What follows belongs to an exercise in optimizing a design on an open flow for small area, a short achievable clock period and few clock cycles; a production flow would make more cautious choices. RTL that was checked went through simulation tests only; none was proved equivalent to the original. No activity file was given, so power comes from the tool's default toggle rates.

Design css_descramble, start of the top module:
module css_descramble (
    input  wire        clk,
    input  wire        rst,          
    input  wire        in_valid,
    output wire        in_ready,
    input  wire [31:0] in_data,
    input  wire [39:0] in_key,       
    input  wire [7:0]  in_cmi,
    output wire        out_valid,
    input  wire        out_ready,
    output wire [31:0] out_data
);
    reg  [31:0] obuf;
    reg         ov;
    reg  [8:0]  wcnt;           
    reg         gate;           
    reg  [31:0] o1w;            
    reg  [39:0] ssum;           
    reg         carry;
    reg  [7:0]  o0c;            
    reg  [2:0]  o0f;            
    function [7:0] rev8(input [7:0] b);
        integer k;
        begin
            for (k = 0; k < 8; k = k + 1) rev8[k] = b[7-k];
        end
    endfunction
    function [7:0] t2(input [7:0] i);
        t2 = i ^ (i >> 3) ^ (i >> 6);
    endfunction
    function [7:0] t3(input [2:0] i);
        t3 = (i[0] ? 8'h24 : 8'h00) ^ (i[1] ? 8'h49 : 8'h00) ^ (i[2] ? 8'h92 : 8'h00);
    endfunction
    function [31:0] lfsr1_word(input [31:0] w);
        reg [63:0] st;          
        integer j, i, q;
        begin
            for (j = 0; j < 4; j = j + 1)
                for (i = 0; i < 8; i = i + 1)
                    st[8*j + 7 - i] = w[8*j + i];
            for (q = 32; q < 64; q = q + 1)
                st[q] = st[q-17] ^ st[q-3];
            for (j = 0; j < 4; j = j + 1)
                for (i = 0; i < 8; i = i + 1)
                    lfsr1_word[8*j + i] = st[32 + 8*j + 7 - i];
        end
    endfunction
    function [10:0] o0_of(input [23:0] x);
        reg [24:0] l;
        reg [7:0]  k;
        begin
            l = {x[23:3], 1'b1, x[2:0]};
            k = l[24:17] ^ l[21:14] ^ l[20:13] ^ {l[12:8], 3'd0};
            o0_of = {k ^ {5'd0, k[7:5]}, k[2:0] ^ l[7:5]};
        end
    endfunction
    wire take = in_valid && in_ready;
    wire [7:0] b0 = in_data[7:0], b1 = in_data[15:8];
    wire [31:0] o1n = o1w;
    wire [7:0]  a0  = rev8({o0c[7:3], o0f});
    wire [7:0]  a1  = rev8(o0c);
    wire [8:0]  sn0 = {1'b0, a0} + {1'b0, ~rev8(o1n[7:0])};
    wire [8:0]  sn1 = {1'b0, a1} + {1'b0, ~rev8(o1n[15:8])};
    wire [8:0]  sn2 = {1'b0, a1} + {1'b0, ~rev8(o1n[23:16])};
    wire [8:0]  sn3 = {1'b0, a1} + {1'b0, ~rev8(o1n[31:24])};
  ...
==> module css_descramble, before the edit <==
module css_descramble (
    input  wire        clk,
    input  wire        rst,          
    input  wire        in_valid,
    output wire        in_ready,
    input  wire [31:0] in_data,
    input  wire [39:0] in_key,       
    input  wire [7:0]  in_cmi,
    output wire        out_valid,
    input  wire        out_ready,
    output wire [31:0] out_data
);
    reg  [31:0] obuf;
    reg         ov;
    reg  [8:0]  wcnt;           
    reg         gate;           
    reg  [31:0] o1w;            
    reg  [39:0] ssum;           
    reg         carry;
    reg  [7:0]  o0c;            
    reg  [2:0]  o0f;            
    function [7:0] rev8(input [7:0] b);
        integer k;
        begin
            for (k = 0; k < 8; k = k + 1) rev8[k] = b[7-k];
        end
    endfunction
    function [7:0] t2(input [7:0] i);
        t2 = i ^ (i >> 3) ^ (i >> 6);
    endfunction
    function [7:0] t3(input [2:0] i);
        t3 = (i[0] ? 8'h24 : 8'h00) ^ (i[1] ? 8'h49 : 8'h00) ^ (i[2] ? 8'h92 : 8'h00);
    endfunction
    function [31:0] lfsr1_word(input [31:0] w);
        reg [63:0] st;          
        integer j, i, q;
        begin
            for (j = 0; j < 4; j = j + 1)
                for (i = 0; i < 8; i = i + 1)
                    st[8*j + 7 - i] = w[8*j + i];
            for (q = 32; q < 64; q = q + 1)
                st[q] = st[q-17] ^ st[q-3];
            for (j = 0; j < 4; j = j + 1)
                for (i = 0; i < 8; i = i + 1)
                    lfsr1_word[8*j + i] = st[32 + 8*j + 7 - i];
        end
    endfunction
    function [10:0] o0_of(input [23:0] x);
        reg [24:0] l;
        reg [7:0]  k;
        begin
            l = {x[23:3], 1'b1, x[2:0]};
            k = l[24:17] ^ l[21:14] ^ l[20:13] ^ {l[12:8], 3'd0};
            o0_of = {k ^ {5'd0, k[7:5]}, k[2:0] ^ l[7:5]};
        end
    endfunction
    wire take = in_valid && in_ready;
    wire [7:0] b0 = in_data[7:0], b1 = in_data[15:8];
    wire [31:0] o1n = o1w;
    wire [7:0]  a0  = rev8({o0c[7:3], o0f});
    wire [7:0]  a1  = rev8(o0c);
    wire [8:0]  sn0 = {1'b0, a0} + {1'b0, ~rev8(o1n[7:0])};
    wire [8:0]  sn1 = {1'b0, a1} + {1'b0, ~rev8(o1n[15:8])};
    wire [8:0]  sn2 = {1'b0, a1} + {1'b0, ~rev8(o1n[23:16])};
    wire [8:0]  sn3 = {1'b0, a1} + {1'b0, ~rev8(o1n[31:24])};
    wire        pn0 = &sn0[7:0];
    wire        pn1 = &sn1[7:0];
    wire        pn2 = &sn2[7:0];
    wire        pn3 = &sn3[7:0];
    wire [3:0] bc;              
    wire [31:0] ks;
    wire [3:0] bg = {ssum[38], ssum[28], ssum[18], ssum[8]};    
    wire [3:0] bp = {ssum[39], ssum[29], ssum[19], ssum[9]};    
    assign bc[0] = carry;
    assign bc[1] = bg[0] | (bp[0] & carry);
    assign bc[2] = bg[1] | (bp[1] & bg[0]) | (bp[1] & bp[0] & carry);
    assign bc[3] = bg[2] | (bp[2] & bg[1]) | (bp[2] & bp[1] & bg[0]) | (bp[2] & bp[1] & bp[0] & carry);
    wire carry_next = bg[3] | (bp[3] & bc[3]);
    genvar j;
    generate
        for (j = 0; j < 4; j = j + 1) begin : g_ks
            wire [7:0] sj = ssum[10*j +: 8];
            assign ks[8*j +: 8] = sj ^ ({sj[6:0] & {sj[5:0], 1'b1} & {sj[4:0], 2'b11} & {sj[3:0], 3'b111}
                                         & {sj[2:0], 4'hF} & {sj[1:0], 5'h1F} & {sj[0], 6'h3F}, 1'b1}
                                        & {8{bc[j]}});
        end
    endgenerate
    wire [31:0] t1w;
    css_t1 u_t10 (.a(in_data[7:0]),   .t1(t1w[7:0]));
    css_t1 u_t11 (.a(in_data[15:8]),  .t1(t1w[15:8]));
    css_t1 u_t12 (.a(in_data[23:16]), .t1(t1w[23:16]));
    css_t1 u_t13 (.a(in_data[31:24]), .t1(t1w[31:24]));
    wire scr = gate && wcnt[8:5] != 4'd0;      
    always @(posedge clk) begin
        if (rst) begin
            ov   <= 1'b0;
            wcnt <= 9'd0;
        end else begin
            if (take) begin
                ov   <= 1'b1;
                wcnt <= wcnt + 9'd1;
            end else if (out_ready) begin
                ov   <= 1'b0;
            end
        end
        if (take) begin
            obuf <= scr ? (t1w ^ ks) : in_data;
            if (wcnt == 9'd5)
                gate <= b0[5:4] != 2'b00;
            if (wcnt == 9'd21) begin
                gate  <= gate && in_cmi[7] && in_key != 40'd0;
                o1w   <= {in_key[7:0] ^ b0, in_key[14:8] ^ b1[6:0], 1'b1, 7'd0, in_key[15] ^ b1[7], in_data[23:16]};
                o0c   <= in_data[31:24];
                carry <= 1'b0;
            end
            if (wcnt == 9'd22)
                {o0c, o0f} <= o0_of(in_key[39:16] ^ {b0, o0c, o1w[7:0]});
            if (wcnt >= 9'd30)
                o1w  <= lfsr1_word(o1w);
            if (wcnt >= 9'd31)
                ssum <= {pn3, sn3, pn2, sn2, pn1, sn1, pn0, sn0};
            if (wcnt == 9'd31)
                o0f <= o0c[2:0];
            if (wcnt[8:5] != 4'd0)
                carry <= carry_next;
        end
    end
    assign in_ready  = out_ready;
    assign out_valid = ov;
    assign out_data  = obuf;
endmodule
==> flow/config.mk <==
export PLATFORM = sky130hd
export DESIGN_NAME = css_descramble
export DESIGN_NICKNAME = css_descramble
export VERILOG_FILES = /design/flow/design.v
export SDC_FILE = /design/flow/constraint.sdc
export NUM_CORES = 4
export LEC_CHECK = 0
export CAP_MARGIN = 20
export CORE_MARGIN = 2
export CORE_UTILIZATION = 55
export CTS_BUF_LIST = sky130_fd_sc_hd__clkbuf_8
export PLACE_DENSITY = 0.7
export SETUP_SLACK_MARGIN = 3.4
export SLEW_MARGIN = 20
==> flow/constraint.sdc <==
create_clock -name core_clock -period 6.0 [get_ports {clk}]
set_input_delay 1.2000 -clock core_clock [delete_from_list [all_inputs] [get_ports {clk}]]
set_output_delay 1.2000 -clock core_clock [all_outputs]
set_load 0.01 [all_outputs]
standard.sh (not shown) runs the stock make flow with config.mk's settings and CLKGATE_MAP_FILE= SYNTH_SCRIPT=/design/flow/synth_recipe.tcl, a recipe that flattens the netlist after the stock synthesis.
==> flow/flow/run.sh <==
#!/bin/bash
# Layout flow: the standard ORFS flow (standard.sh), with extra ORFS settings passed
# to make:
#  - the port buffers that buffer_ports puts on every input and output are
#    sky130_fd_sc_hd__buf_1 instead of the cell it picks by default (clkdlybuf4s50_1);
#  - if flow/abc.script exists, Yosys's ABC technology mapping uses it in place of ORFS's
#    abc_speed.script: ORFS's scripts folder is copied here (scripts_local/) with only that
#    file replaced. Synthesis is otherwise ORFS's and the standard flow's own (synth_recipe.tcl);
#    ABC maps only combinational logic, so the registers are the standard synthesis's;
#  - any further make settings listed one per line in flow/extra.txt.
# make's full output goes to flow_make.log here; each ORFS step keeps its own log under
# orfs/logs/.
set -euo pipefail
EXTRA=(
  "BUFFER_PORTS_ARGS=-buffer_cell sky130_fd_sc_hd__buf_1"
)
if [[ -f flow/abc.script ]]; then
  rm -rf scripts_local
  cp -r "$FLOW_HOME/scripts" scripts_local
  cp flow/abc.script scripts_local/abc_speed.script
  EXTRA+=("SCRIPTS_DIR=$PWD/scripts_local")
fi
if [[ -f flow/extra.txt ]]; then
  while IFS= read -r line; do
    [[ -n "$line" ]] && EXTRA+=("$line")
  done < flow/extra.txt
fi
bash standard.sh "${EXTRA[@]}" finish > flow_make.log 2>&1
==> next run, changes <==
--- a/flow/design.v
+++ b/flow/design.v
@@ -51,15 +51,16 @@
     endfunction
     function [31:0] lfsr1_word(input [31:0] w);
-        reg [63:0] st;          
-        integer j, i, q;
+        reg [8:0] lo;
+        reg [7:0] hi, o;
+        integer k;
         begin
-            for (j = 0; j < 4; j = j + 1)
-                for (i = 0; i < 8; i = i + 1)
-                    st[8*j + 7 - i] = w[8*j + i];
-            for (q = 32; q < 64; q = q + 1)
-                st[q] = st[q-17] ^ st[q-3];
-            for (j = 0; j < 4; j = j + 1)
-                for (i = 0; i < 8; i = i + 1)
-                    lfsr1_word[8*j + i] = st[32 + 8*j + 7 - i];
+            hi = {w[8], w[23:17]};
+            lo = {w[16], w[31:24]};
+            for (k = 0; k < 4; k = k + 1) begin
+                o  = t2(hi) ^ t3(lo[2:0]);
+                hi = lo[8:1];
+                lo = {lo[0], o};
+                lfsr1_word[8*k +: 8] = o;
+            end
         end
     endfunction
Outcome: Count of clock-buffer cells in the layout increases by 2; hold slack got worse by 0.016 ns; setup slack gains 0.0030 ns; power went up by 6.5%; clock power came out higher by 18%; design area grows by 1.4%; sequential share of layout area fell by 0.54 points; global-route usage is lower by 0.37 points; first-iteration DRC count drops by 11%; critical path depth stays the same; via count hardly moves; synthesized area climbs by 0.45%; register-to-register slack improves by 0.02 ns.
Testbench counts after the change, summed over its fixed seeds: cycles 32,776.
Only the layout flow was run in the first run of this note; the RTL was not checked for function there.


## job 105
The RTL this note starts from:
==> flow/design.v <==
module css_t1 (
    input  wire [7:0] a,
    output wire [7:0] t1
);
    wire a01 = a[0] & a[1];
    wire u   = a01 ^ a[3];
    wire v   = (a[4] & a[5]) ^ a[6];
    wire w   = a01 ^ a[2];
    wire z   = (a[4] | a[5]) ^ a[7];
    assign t1[0] = ~u;
    assign t1[1] = ~v;
    assign t1[2] = a[5] ^ (u | v);
    assign t1[3] = a[1] ^ (u | v);
    assign t1[4] = ~w;
    assign t1[5] = ~z;
    assign t1[6] = a[0] ^ (w | z);
    assign t1[7] = a[4] ^ (w & z);
endmodule
module css_descramble (
    input  wire        clk,
    input  wire        rst,          
    input  wire        in_valid,
    output wire        in_ready,
    input  wire [31:0] in_data,
    input  wire [39:0] in_key,       
    input  wire [7:0]  in_cmi,
    output wire        out_valid,
    input  wire        out_ready,
    output wire [31:0] out_data
);
    reg  [31:0] obuf;
    reg         ov;
    reg  [8:0]  wcnt;           
    reg         gate;           
    reg  [16:0] l1;             
    reg  [39:0] ssum;           
    reg         carry;
    reg  [7:0]  o0c;            
    reg  [2:0]  o0f;            
    function [7:0] rev8(input [7:0] b);
        integer k;
        begin
            for (k = 0; k < 8; k = k + 1) rev8[k] = b[7-k];
        end
    endfunction
    function [31:0] o1_word(input [16:0] e);
        reg [63:0] st;          
        integer j, i, q;
        begin
            st = 64'd0;
            for (i = 0; i < 8; i = i + 1) begin
                st[63 - i] = e[9 + i];          
                st[55 - i] = e[1 + i];          
            end
            st[47] = e[0];
            for (q = 46; q >= 32; q = q - 1)
                st[q] = st[q+17] ^ st[q+14];
            for (j = 0; j < 4; j = j + 1)
                for (i = 0; i < 8; i = i + 1)
                    o1_word[8*j + i] = st[32 + 8*j + 7 - i];
        end
    endfunction
    function [31:0] lfsr1_word(input [31:0] w);
        reg [63:0] st;          
        integer j, i, q;
        begin
            for (j = 0; j < 4; j = j + 1)
                for (i = 0; i < 8; i = i + 1)
                    st[8*j + 7 - i] = w[8*j + i];
            for (q = 32; q < 64; q = q + 1)
                st[q] = st[q-17] ^ st[q-3];
            for (j = 0; j < 4; j = j + 1)
                for (i = 0; i < 8; i = i + 1)
                    lfsr1_word[8*j + i] = st[32 + 8*j + 7 - i];
        end
    endfunction
    function [10:0] o0_of(input [23:0] x);
        reg [24:0] l;
        reg [7:0]  k;
        begin
            l = {x[23:3], 1'b1, x[2:0]};
            k = l[24:17] ^ l[21:14] ^ l[20:13] ^ {l[12:8], 3'd0};
            o0_of = {k ^ {5'd0, k[7:5]}, k[2:0] ^ l[7:5]};
        end
    endfunction
    wire take = in_valid && in_ready;
    wire [7:0] b0 = in_data[7:0], b1 = in_data[15:8];
    wire [31:0] o1w = {l1[16:1], 7'd0, l1[0], 8'd0};     
    wire [31:0] o1n = o1_word(l1);
    wire [7:0]  a0  = rev8({o0c[7:3], o0f});
    wire [7:0]  a1  = rev8(o0c);
    wire [8:0]  sn0 = {1'b0, a0} + {1'b0, ~rev8(o1n[7:0])};
    wire [8:0]  sn1 = {1'b0, a1} + {1'b0, ~rev8(o1n[15:8])};
    wire [8:0]  sn2 = {1'b0, a1} + {1'b0, ~rev8(o1n[23:16])};
    wire [8:0]  sn3 = {1'b0, a1} + {1'b0, ~rev8(o1n[31:24])};
    wire        pn0 = &sn0[7:0];
    wire        pn1 = &sn1[7:0];
    wire        pn2 = &sn2[7:0];
    wire        pn3 = &sn3[7:0];
    wire [3:0] bc;              
    wire [31:0] ks;
    wire [3:0] bg = {ssum[38], ssum[28], ssum[18], ssum[8]};    
    wire [3:0] bp = {ssum[39], ssum[29], ssum[19], ssum[9]};    
    assign bc[0] = carry;
    assign bc[1] = bg[0] | (bp[0] & carry);
    assign bc[2] = bg[1] | (bp[1] & bg[0]) | (bp[1] & bp[0] & carry);
    assign bc[3] = bg[2] | (bp[2] & bg[1]) | (bp[2] & bp[1] & bg[0]) | (bp[2] & bp[1] & bp[0] & carry);
    wire carry_next = bg[3] | (bp[3] & bc[3]);
    genvar j;
    generate
        for (j = 0; j < 4; j = j + 1) begin : g_ks
            wire [7:0] sj = ssum[10*j +: 8];
            assign ks[8*j +: 8] = sj ^ ({sj[6:0] & {sj[5:0], 1'b1} & {sj[4:0], 2'b11} & {sj[3:0], 3'b111}
                                         & {sj[2:0], 4'hF} & {sj[1:0], 5'h1F} & {sj[0], 6'h3F}, 1'b1}
                                        & {8{bc[j]}});
        end
    endgenerate
    wire [31:0] t1w;
    css_t1 u_t10 (.a(in_data[7:0]),   .t1(t1w[7:0]));
    css_t1 u_t11 (.a(in_data[15:8]),  .t1(t1w[15:8]));
    css_t1 u_t12 (.a(in_data[23:16]), .t1(t1w[23:16]));
    css_t1 u_t13 (.a(in_data[31:24]), .t1(t1w[31:24]));
    wire scr = gate && wcnt[8:5] != 4'd0;      
    wire [31:0] o1step = lfsr1_word(o1w);
    always @(posedge clk) begin
        if (rst) begin
            ov   <= 1'b0;
            wcnt <= 9'd0;
        end else begin
            if (take) begin
                ov   <= 1'b1;
                wcnt <= wcnt + 9'd1;
            end else if (out_ready) begin
                ov   <= 1'b0;
            end
        end
        if (take) begin
            obuf <= scr ? (t1w ^ ks) : in_data;
            if (wcnt == 9'd5)
                gate <= b0[5:4] != 2'b00;
            if (wcnt == 9'd21) begin
                gate  <= gate && in_cmi[7] && in_key != 40'd0;
                l1  <= {in_key[7:0] ^ b0, in_key[14:8] ^ b1[6:0], 1'b1, in_key[15] ^ b1[7]};
                o0c <= in_data[31:24];
            end
            if (wcnt == 9'd22)
                {o0c, o0f} <= o0_of(in_key[39:16] ^ {b0, o0c, ssum[7:0]});
            if (wcnt >= 9'd30)
                l1 <= {o1step[31:16], o1step[8]};
            ssum  <= {pn3, sn3, pn2, sn2, pn1, sn1, pn0, sn0[8],
                      wcnt == 9'd21 ? in_data[23:16] : sn0[7:0]};
            carry <= wcnt[8:5] != 4'd0 && carry_next;
            if (wcnt == 9'd31)
                o0f <= o0c[2:0];
        end
    end
    assign in_ready  = out_ready;
    assign out_valid = ov;
    assign out_data  = obuf;
endmodule
export LEC_CHECK = 0
export CAP_MARGIN = 20
export CORE_MARGIN = 2
export CORE_UTILIZATION = 70
export CTS_BUF_LIST = sky130_fd_sc_hd__clkbuf_8
export PLACE_DENSITY = 0.85
export SETUP_SLACK_MARGIN = 3.4
export SLEW_MARGIN = 20
create_clock -name core_clock -period 6.0 [get_ports {clk}]
Scripts as last shown in full above: flow/flow/run.sh
Modified inputs, job 104 compared to job 105
--- a/flow/design.v
+++ b/flow/design.v
@@ -32,7 +32,7 @@
     reg         ov;
     reg  [8:0]  wcnt;           
     reg         gate;           
-    reg  [16:0] l1;             
+    reg  [31:0] o1w;            
     reg  [39:0] ssum;           
     reg         carry;
     reg  [7:0]  o0c;            
@@ -43,22 +43,11 @@
             for (k = 0; k < 8; k = k + 1) rev8[k] = b[7-k];
         end
     endfunction
-    function [31:0] o1_word(input [16:0] e);
-        reg [63:0] st;          
-        integer j, i, q;
-        begin
-            st = 64'd0;
-            for (i = 0; i < 8; i = i + 1) begin
-                st[63 - i] = e[9 + i];          
-                st[55 - i] = e[1 + i];          
-            end
-            st[47] = e[0];
-            for (q = 46; q >= 32; q = q - 1)
-                st[q] = st[q+17] ^ st[q+14];
-            for (j = 0; j < 4; j = j + 1)
-                for (i = 0; i < 8; i = i + 1)
-                    o1_word[8*j + i] = st[32 + 8*j + 7 - i];
-        end
+    function [7:0] t2(input [7:0] i);
+        t2 = i ^ (i >> 3) ^ (i >> 6);
+    endfunction
+    function [7:0] t3(input [2:0] i);
+        t3 = (i[0] ? 8'h24 : 8'h00) ^ (i[1] ? 8'h49 : 8'h00) ^ (i[2] ? 8'h92 : 8'h00);
     endfunction
     function [31:0] lfsr1_word(input [31:0] w);
         reg [63:0] st;          
@@ -85,8 +74,7 @@
     endfunction
     wire take = in_valid && in_ready;
     wire [7:0] b0 = in_data[7:0], b1 = in_data[15:8];
-    wire [31:0] o1w = {l1[16:1], 7'd0, l1[0], 8'd0};     
-    wire [31:0] o1n = o1_word(l1);
+    wire [31:0] o1n = o1w;
     wire [7:0]  a0  = rev8({o0c[7:3], o0f});
     wire [7:0]  a1  = rev8(o0c);
     wire [8:0]  sn0 = {1'b0, a0} + {1'b0, ~rev8(o1n[7:0])};
@@ -121,7 +109,6 @@
     css_t1 u_t12 (.a(in_data[23:16]), .t1(t1w[23:16]));
     css_t1 u_t13 (.a(in_data[31:24]), .t1(t1w[31:24]));
     wire scr = gate && wcnt[8:5] != 4'd0;      
-    wire [31:0] o1step = lfsr1_word(o1w);
     always @(posedge clk) begin
         if (rst) begin
             ov   <= 1'b0;
@@ -140,18 +127,20 @@
                 gate <= b0[5:4] != 2'b00;
             if (wcnt == 9'd21) begin
                 gate  <= gate && in_cmi[7] && in_key != 40'd0;
-                l1  <= {in_key[7:0] ^ b0, in_key[14:8] ^ b1[6:0], 1'b1, in_key[15] ^ b1[7]};
-                o0c <= in_data[31:24];
+                o1w   <= {in_key[7:0] ^ b0, in_key[14:8] ^ b1[6:0], 1'b1, 7'd0, in_key[15] ^ b1[7], in_data[23:16]};
+                o0c   <= in_data[31:24];
+                carry <= 1'b0;
             end
             if (wcnt == 9'd22)
-                {o0c, o0f} <= o0_of(in_key[39:16] ^ {b0, o0c, ssum[7:0]});
+                {o0c, o0f} <= o0_of(in_key[39:16] ^ {b0, o0c, o1w[7:0]});
             if (wcnt >= 9'd30)
-                l1 <= {o1step[31:16], o1step[8]};
-            ssum  <= {pn3, sn3, pn2, sn2, pn1, sn1, pn0, sn0[8],
-                      wcnt == 9'd21 ? in_data[23:16] : sn0[7:0]};
-            carry <= wcnt[8:5] != 4'd0 && carry_next;
+                o1w  <= lfsr1_word(o1w);
+            if (wcnt >= 9'd31)
+                ssum <= {pn3, sn3, pn2, sn2, pn1, sn1, pn0, sn0};
             if (wcnt == 9'd31)
                 o0f <= o0c[2:0];
+            if (wcnt[8:5] != 4'd0)
+                carry <= carry_next;
         end
     end
     assign in_ready  = out_ready;
--- outcome ---
The routed wire length of job 104 is lower than that of job 105.
Job 105 ended up with edfxtp_1 as its standard cell with the maximum stage delay on the critical path; job 104 ended up with buf_6.
Going from job 105 to job 104, clock-pin transition on the worst setup and hold timing paths shows a reduction of 0.04 ns; area of the core region went up.
[compare] base=job 105 new=job 104: data arrival at the endpoint of the critical path -1.47 ns; count of multi-input gates +8.
Net switching power figure for job 104 is higher than for job 105.
Across both runs, relative contribution of the clock network to total power was higher for job 104 than for job 105.
Job 104 ends up with a path length in cells of the critical path that is 6 lower than in job 105.
No functional check of the RTL was part of any run of this note.

==> what the ideal ports hide <==
In the flow no input, the clock included, has a driving cell. The finished layouts below were timed again as built, in two steps.
Step 1 assumes that a clkbuf_16 drives the clock port and a buf_2 every other input.
Step 2 also shifts input and output timing later by t, the mid clock arrival at the registers, as if the neighbouring blocks saw the same clock.
Three values: no drivers, after step 1, after step 2; two values: the first two.
run | t (ns) | setup slack, ns | clock arrival spread, ns | worst slew at a driven data input, ns | pins driven straight from the clock port
the first run of note 1 | 0.492 | 3.394 / 3.349 / 2.954 | 0.011 / 0.010 | 0.06 | 1
the second run of note 1 | 0.493 | 3.397 / 3.366 / 3.020 | 0.014 / 0.015 | 0.04 | 1
job 105 | 0.432 | 3.250 / 3.250 / 3.032 | 0.014 / 0.015 | 0.05 | 1
job 104 | 0.491 | 3.392 / 3.344 / 2.947 | 0.009 / 0.009 | 0.06 | 1
After both steps every run listed still meets setup and hold. The setup slack of job 104, which loses most, moves by -0.048 ns with the drivers and by -0.445 ns with both steps.
